Source: an optimization exercise on an open RTL-to-GDS flow (aim: small area, a short achievable clock period and few clock cycles per item). Production flows keep margins and buffers that such runs may drop.
The RTL was checked by simulation tests, not by an equivalence proof against the original design.
Power figures rest on the tool's default switching activity, not on a simulated workload.

Setup of JK:
## qad_peak_note
module qad_peak_note (
    input  wire        clk,
    input  wire        rst,           
    input  wire        in_valid,
    output wire        in_ready,
    input  wire [44:0] in_re,         
    input  wire [44:0] in_im,         
    input  wire [3:0]  log2n,         
    input  wire [19:0] sr,            
    output wire        out_valid,
    input  wire        out_ready,
    output wire [3:0]  code,          
    output wire [10:0] peak_bin,
    output wire [43:0] peak_mag,
    output wire [30:0] freq,          
    output wire [8:0]  note_key,      
    output wire [3:0]  note_pc,
    output wire [5:0]  note_oct,      
    output wire [15:0] note_name,     
    output wire [31:0] note_freq,     
    output wire [31:0] note_dev       
);
    localparam M  = 12;               
    localparam QW = 2 * M + 2;        
    localparam DW = 2 * M + 5;        
    localparam LB = M + 2;            
    reg         in_ready_r;
  ...
Size: roughly 6,500 cells after synthesis, roughly 1,100 flip-flops, ~310 I/O pins.
==> flow/config.mk <==
export PLATFORM = sky130hd
export DESIGN_NAME = qad_peak_note
export DESIGN_NICKNAME = qad_peak_note
export VERILOG_FILES = /design/flow/design.v
export SDC_FILE = /design/flow/constraint.sdc
export NUM_CORES = 4
export LEC_CHECK = 0
export CAP_MARGIN = 20
export CORE_MARGIN = 2
export CORE_UTILIZATION = 40
export SLEW_MARGIN = 20
==> flow/constraint.sdc <==
create_clock -name core_clock -period 15.0 [get_ports {clk}]
set_input_delay 3.0000 -clock core_clock [delete_from_list [all_inputs] [get_ports {clk}]]
set_output_delay 3.0000 -clock core_clock [all_outputs]
set_load 0.01 [all_outputs]
run.sh (not shown) runs the stock make flow with config.mk's settings and CLKGATE_MAP_FILE= SYNTH_SCRIPT=/design/flow/synth_recipe.tcl, a recipe that flattens the netlist after the stock synthesis.
Testbench counts of JK, summed over its fixed seeds: cycles 112,865, bins 108,544.
Input-level comparison between MS and JK:
--- a/flow/design.v
+++ b/flow/design.v
@@ -120,32 +120,30 @@
     wire        ex_gt  = (ex_p > p_best);
     reg         isq_busy;
     reg  [5:0]  isq_cnt;
     reg  [45:0] sq_rem;
     reg  [43:0] sq_root;
     wire [47:0] sq_rem_sh = {sq_rem, p_best[87:86]};
     wire [47:0] sq_trial  = {2'b00, sq_root, 2'b01};
     wire [48:0] sq_diff   = {1'b0, sq_rem_sh} - {1'b0, sq_trial};
     wire        sq_ge     = !sq_diff[48];
     localparam [2:0] P_IDLE = 3'd0, P_HORN = 3'd1, P_NORM = 3'd2,
-                     P_THR  = 3'd3, P_NF   = 3'd4, P_DEV  = 3'd5;
+                     P_THR  = 3'd3, P_FIN  = 3'd4, P_NF   = 3'd5, P_DEV = 3'd6;
     reg  [2:0]  pst;
     reg  [3:0]  pcnt;
     reg  [10:0] pk;
     reg  [19:0] sr_p;
     reg  [3:0]  l2n_p;
     reg  [30:0] v;
     reg  [31:0] nf;
     reg  [31:0] dev;
     reg  [4:0]  p;
-    reg  [4:0]  q;
-    reg  [3:0]  rr;
     reg  [4:0]  sc;
     reg         out_v;
     reg         map_done;
     wire post_free = !isq_busy && (pst == P_IDLE) && !map_done && !out_v;
     wire handoff   = fe_pend && (st == S_RUN) && !ev_gt_q && !ex_busy && pb_valid && post_free;
     reg         h_bit;                
     wire [4:0]  hb_idx = {1'b0, l2n_p} - 5'd3 - {1'b0, pcnt};
     wire        h_bit_nx = !hb_idx[4] && pk[hb_idx[3:0]];
     wire [4:0]  hb_idx0 = {1'b0, l2n_q} - 5'd2;
     wire        h_bit0  = !hb_idx0[4] && best_k[hb_idx0[3:0]];
@@ -188,46 +186,51 @@
     end
     wire [4:0] q_sel = (pcnt == 4'd12) ? p + 5'd1 : p;
     wire dc = (pk == 11'd0);
     assign out_valid = out_v;
     assign code      = {2'b00, dc, 1'b1};
     assign peak_bin  = pk;
     assign peak_mag  = sq_root;
     assign freq      = v;
     assign note_freq = nf;
     assign note_dev  = dev;
+    wire [4:0] q  = q_sel;
+    wire [3:0] rr = rr_sel;
     wire signed [9:0] key = $signed({1'b0, q, 3'b000}) + $signed({2'b00, q, 2'b00})
                             + $signed({6'b0, rr}) - 10'sd200;
     wire [4:0] rr4  = {1'b0, rr} + 5'd4;
     wire       wrap = (rr4 >= 5'd12);
     wire [3:0] pc   = wrap ? rr4[3:0] - 4'd12 : rr4[3:0];
     wire signed [5:0] oct = $signed({1'b0, q}) - 6'sd17 + $signed({5'b0, wrap});
     reg [15:0] name;
+    reg  [8:0] key_r;
+    reg  [3:0] pc_r;
+    reg  [5:0] oct_r;
     always @(*) begin
-        case (pc)
+        case (pc_r)
             4'd0:  name = 16'h0043;
             4'd1:  name = 16'h2343;
             4'd2:  name = 16'h0044;
             4'd3:  name = 16'h2344;
             4'd4:  name = 16'h0045;
             4'd5:  name = 16'h0046;
             4'd6:  name = 16'h2346;
             4'd7:  name = 16'h0047;
             4'd8:  name = 16'h2347;
             4'd9:  name = 16'h0041;
             4'd10: name = 16'h2341;
             default: name = 16'h0042;
         endcase
     end
-    assign note_key  = dc ? 9'd0  : key[8:0];
-    assign note_pc   = dc ? 4'd0  : pc;
-    assign note_oct  = dc ? 6'd0  : oct;
+    assign note_key  = dc ? 9'd0  : key_r;
+    assign note_pc   = dc ? 4'd0  : pc_r;
+    assign note_oct  = dc ? 6'd0  : oct_r;
     assign note_name = dc ? 16'd0 : name;
     reg [1:0] st_nx;
     always @(*) begin
         st_nx = st;
         case (st)
             S_RUN:    if (ev_unc) st_nx = S_FBWAIT;
             S_FBWAIT: if (!ex_busy && pb_valid && !isq_busy && !ev_gt_q) st_nx = S_FBCALC;
             S_FBCALC: if (ex_cnt == 6'd43) st_nx = S_FBCMP;
             default:  st_nx = S_RUN;
         endcase
@@ -398,31 +401,34 @@
                         nf <= {1'b0, nf[29:0], 1'b0};
                         p  <= p - 5'd1;
                     end else begin
                         pcnt <= 4'd0;
                         pst  <= P_THR;
                     end
                 end
                 P_THR: begin
                     if (pcnt != 4'd12 && m_ge)
                         pcnt <= pcnt + 4'd1;
-                    else begin
-                        q  <= q_sel;
-                        rr <= rr_sel;
-                        if (q_sel >= 5'd30) begin
-                            nf  <= (q_sel == 5'd31) ? {cf, 1'b0} : {1'b0, cf};
-                            pst <= P_DEV;
-                        end else begin
-                            nf  <= {1'b0, cf};
-                            sc  <= 5'd29 - q_sel;
-                            pst <= P_NF;
-                        end
+                    else
+                        pst <= P_FIN;
+                end
+                P_FIN: begin
+                    key_r <= key[8:0];
+                    pc_r  <= pc;
+                    oct_r <= oct;
+                    if (q_sel >= 5'd30) begin
+                        nf  <= (q_sel == 5'd31) ? {cf, 1'b0} : {1'b0, cf};
+                        pst <= P_DEV;
+                    end else begin
+                        nf  <= {1'b0, cf};
+                        sc  <= 5'd29 - q_sel;
+                        pst <= P_NF;
                     end
                 end
                 P_NF: begin
                     if (sc >= 5'd8) begin
                         nf <= nf >> 8;
                         sc <= sc - 5'd8;
                     end else if (sc != 5'd0) begin
                         nf <= nf >> 1;
                         sc <= sc - 5'd1;
                     end else begin
Results
The largest fanout of any net on the critical path in MS was higher than what JK gave. Summary: with JK as the reference, overall power consumption in MS moved down by a little under 10%. Summary of MS over JK: highest attainable clock frequency -about 2%, sequential share of layout area level, instance count of the mapped netlist comparable, reported max-cap violation count shows no meaningful change. Wire length of the first global-routing pass, JK and MS: larger value in JK. The die used by MS is larger than the one used by JK. [compare] base=JK new=MS: TritonCTS sink count now sits higher, minimum period implied by the final worst setup slack moved up. JK and MS ended up with roughly the same final net count. MS vs JK — proportion of power drawn by flip-flops and latches rose 2.8 points. MS -> JK: height of the chip flat.
Testbench counts of MS, summed over its fixed seeds: cycles 112,865, bins 108,544.

* * *

Setup of main:
Another version of the RTL of qad_peak_note (not shown whole).
For scale: ~5,700 cells after synthesis, about 1,000 flip-flops.
==> flow/design.v (excerpt) <==
module qad_peak_note (
    input  wire        clk,
    input  wire        rst,           
    input  wire        in_valid,
    output wire        in_ready,
    input  wire [44:0] in_re,         
    input  wire [44:0] in_im,         
    input  wire [3:0]  log2n,         
    input  wire [19:0] sr,            
    output wire        out_valid,
    input  wire        out_ready,
    output wire [3:0]  code,          
    output wire [10:0] peak_bin,
    output wire [43:0] peak_mag,
    output wire [30:0] freq,          
    output wire [8:0]  note_key,      
    output wire [3:0]  note_pc,
    output wire [5:0]  note_oct,      
    output wire [15:0] note_name,     
    output wire [31:0] note_freq,     
    output wire [31:0] note_dev       
);
export LEC_CHECK = 0
export CAP_MARGIN = 20
export CORE_MARGIN = 2
export CORE_UTILIZATION = 60
export CTS_CLUSTER_DIAMETER = 100
export CTS_CLUSTER_SIZE = 20
export SLEW_MARGIN = 20
create_clock -name core_clock -period 15.0 [get_ports {clk}]
standard.sh (not shown) runs the stock make flow with config.mk's settings and CLKGATE_MAP_FILE= SYNTH_SCRIPT=/design/flow/synth_recipe.tcl, a recipe that flattens the netlist after the stock synthesis.
==> flow/flow/run.sh <==
#!/bin/bash
# The standard layout (standard.sh, all steps), except that the buffers
# placed on the input and output ports are sky130_fd_sc_hd__buf_1 cells.
set -e
export BUFFER_PORTS_ARGS="-buffer_cell sky130_fd_sc_hd__buf_1"
bash standard.sh > standard.log 2>&1
Testbench counts of main, summed over its fixed seeds: cycles 114,331, bins 108,544.
Relative to main, the following input files were edited for the feature branch:
--- a/flow/design.v
+++ b/flow/design.v
@@ -149,24 +149,22 @@
     reg  [43:0] sq_root;
     wire [47:0] sq_rem_sh = {sq_rem, p_best[87:86]};
     wire [47:0] sq_trial  = {2'b00, sq_root, 2'b01};
     wire [48:0] sq_diff   = {1'b0, sq_rem_sh} - {1'b0, sq_trial};
     wire        sq_ge     = !sq_diff[48];
     localparam [2:0] P_IDLE = 3'd0, P_HORN = 3'd1, P_NORM = 3'd2,
-                     P_THR  = 3'd3, P_FIN  = 3'd4, P_NF   = 3'd5, P_DEV = 3'd6,
-                     P_FIN2 = 3'd7;
+                     P_THR  = 3'd3, P_FIN  = 3'd4, P_NF   = 3'd5, P_DEV = 3'd6;
     reg  [2:0]  pst;
     reg  [4:0]  pcnt;                 
     reg  [10:0] pk;
     reg  [19:0] sr_p;
     reg  [3:0]  l2n_p;
     reg  [30:0] v;
     reg  [31:0] nf;
     reg  [31:0] dev;
     reg  [4:0]  q_r;                  
-    reg  [3:0]  rr_r;
     reg  [8:0]  key_r;
     reg  [3:0]  pc_r;
     reg  [5:0]  oct_r;
     reg         out_v;
     reg         map_done;
     wire post_free = !isq_busy && (pst == P_IDLE) && !map_done && !out_v;
@@ -190,35 +188,35 @@
         (pcnt == 5'd9) ? 31'd1899570855 :
         (pcnt == 5'd10) ? 31'd2012525216 :
         31'd2132196193;
     wire m_ge = (nf[30:0] >= tq);
     wire [3:0] rr_sel = (pcnt == 5'd12) ? 4'd0 : pcnt[3:0];
     wire [30:0] cf =
-        (rr_r == 4'd0) ? 31'd1097337155 :
-        (rr_r == 4'd1) ? 31'd1162588218 :
-        (rr_r == 4'd2) ? 31'd1231719311 :
-        (rr_r == 4'd3) ? 31'd1304961152 :
-        (rr_r == 4'd4) ? 31'd1382558180 :
-        (rr_r == 4'd5) ? 31'd1464769368 :
-        (rr_r == 4'd6) ? 31'd1551869087 :
-        (rr_r == 4'd7) ? 31'd1644148025 :
-        (rr_r == 4'd8) ? 31'd1741914154 :
-        (rr_r == 4'd9) ? 31'd1845493760 :
-        (rr_r == 4'd10) ? 31'd1955232530 :
+        (rr_sel == 4'd0) ? 31'd1097337155 :
+        (rr_sel == 4'd1) ? 31'd1162588218 :
+        (rr_sel == 4'd2) ? 31'd1231719311 :
+        (rr_sel == 4'd3) ? 31'd1304961152 :
+        (rr_sel == 4'd4) ? 31'd1382558180 :
+        (rr_sel == 4'd5) ? 31'd1464769368 :
+        (rr_sel == 4'd6) ? 31'd1551869087 :
+        (rr_sel == 4'd7) ? 31'd1644148025 :
+        (rr_sel == 4'd8) ? 31'd1741914154 :
+        (rr_sel == 4'd9) ? 31'd1845493760 :
+        (rr_sel == 4'd10) ? 31'd1955232530 :
         31'd2071496706;
     wire [4:0] q_sel = (pcnt == 5'd12) ? q_r + 5'd1 : q_r;    
     reg  dc;                          
     assign out_valid = out_v;
     assign code      = {2'b00, dc, 1'b1};
     assign peak_bin  = pk;
     assign peak_mag  = sq_root;
     assign freq      = v;
     assign note_freq = nf;
     assign note_dev  = dev;
-    wire [4:0] q  = q_r;
-    wire [3:0] rr = rr_r;
+    wire [4:0] q  = q_sel;
+    wire [3:0] rr = rr_sel;
     wire signed [9:0] key = $signed({1'b0, q, 3'b000}) + $signed({2'b00, q, 2'b00})
                             + $signed({6'b0, rr}) - 10'sd200;
     wire [4:0] rr4  = {1'b0, rr} + 5'd4;
     wire       wrap = (rr4 >= 5'd12);
     wire [3:0] pc   = wrap ? rr4[3:0] - 4'd12 : rr4[3:0];
     wire signed [5:0] oct = $signed({1'b0, q}) - 6'sd17 + $signed({5'b0, wrap});
@@ -411,17 +409,17 @@
                     if (pcnt == 5'd10) begin
                         nf   <= {1'b0, v_next};
                         q_r  <= 5'd30;
                         pst  <= dc ? P_DEV : P_NORM;
                     end
                 end
-                P_NORM: begin                     
-                    if (nf[30:23] == 8'd0 && q_r >= 5'd8) begin
+                P_NORM: begin
+                    if (nf[30:23] == 8'd0) begin
                         nf <= {1'b0, nf[22:0], 8'd0};
                         q_r <= q_r - 5'd8;
-                    end else if (!nf[30] && q_r != 5'd0) begin
+                    end else if (!nf[30]) begin
                         nf <= {1'b0, nf[29:0], 1'b0};
                         q_r <= q_r - 5'd1;
                     end else begin
                         pcnt <= 5'd0;
                         pst  <= P_THR;
                     end
@@ -430,26 +428,21 @@
                     if (pcnt != 5'd12 && m_ge)
                         pcnt <= pcnt + 5'd1;
                     else
                         pst <= P_FIN;
                 end
                 P_FIN: begin
-                    q_r  <= q_sel;
-                    rr_r <= rr_sel;
-                    pst  <= P_FIN2;
-                end
-                P_FIN2: begin
                     key_r <= key[8:0];
                     pc_r  <= pc;
                     oct_r <= oct;
-                    if (q_r >= 5'd30) begin
-                        nf  <= (q_r == 5'd31) ? {cf, 1'b0} : {1'b0, cf};
+                    if (q_sel >= 5'd30) begin
+                        nf  <= (q_sel == 5'd31) ? {cf, 1'b0} : {1'b0, cf};
                         pst <= P_DEV;
                     end else begin
                         nf  <= {1'b0, cf};
-                        pcnt <= 5'd29 - q_r;
+                        pcnt <= 5'd29 - q_sel;
                         pst <= P_NF;
                     end
                 end
                 P_NF: begin
                     if (pcnt >= 5'd8) begin
                         nf   <= nf >> 8;
## What came out
The feature branch: full flow OK, the timing, design-rule and antenna checks passed
On overall track demand over capacity in global routing, main and the feature branch are neck and neck.
On cell area, main and the feature branch are neck and neck.
Summary of the feature branch over main: maximum frequency picked up an extra 1.5%; met2 track demand over resource lost 2.1 points; minimum clock period after layout lost 0.095 ns.
Comparing main and the feature branch, the lower fraction of met1 tracks used by global routing was measured on main.
Any difference in die area between the feature branch and main is small enough to ignore.
On wire length, main and the feature branch are basically level.
On first-pass GRT wire length, main tracks the feature branch almost exactly.
Final sequential cell count shrinks slightly when moving from main to the feature branch.
Compared to main, the feature branch has least setup slack across all paths after layout 0.095 ns higher.
Of the two values seen for classification of the worst setup path, flop to flop was produced by the feature branch and input port to flop by main.
In the feature branch, the tightest slew margin relative to the limit came out 2.9 points above the value in main.
Testbench counts of the feature branch, summed over its fixed seeds: cycles 114,331, bins 108,544.

-- re-timing with driven ports --
Ports are ideal in the flow. The routed layouts listed here were re-timed in OpenROAD. Step 1, drivers: a clkbuf_16 drives clk and a buf_2 each remaining input, both assumed. Step 2, shift: input delay + t, output delay - t, t = (earliest + latest rising clock arrival at the registers) / 2. This alone moves slack from input paths to output paths. a / b / c = ideal / step 1 / step 2; a / b = the first two.
run | t, ns | slack for setup (ns) | worst register clock-pin slew, ns
JK | 0.831 | 8.418 / 8.335 / 7.993 | 0.07 / 0.07
MS | 0.820 | 8.287 / 8.287 / 7.940 | 0.07 / 0.07
main | 0.776 | 8.755 / 8.805 / 8.029 | 0.09 / 0.09
the feature branch | 0.759 | 8.850 / 8.850 / 8.384 | 0.10 / 0.10
After both steps every run listed still meets setup and hold. For main, which loses most, drivers alone change the setup slack by +0.050 ns; drivers and shift together by -0.726 ns.
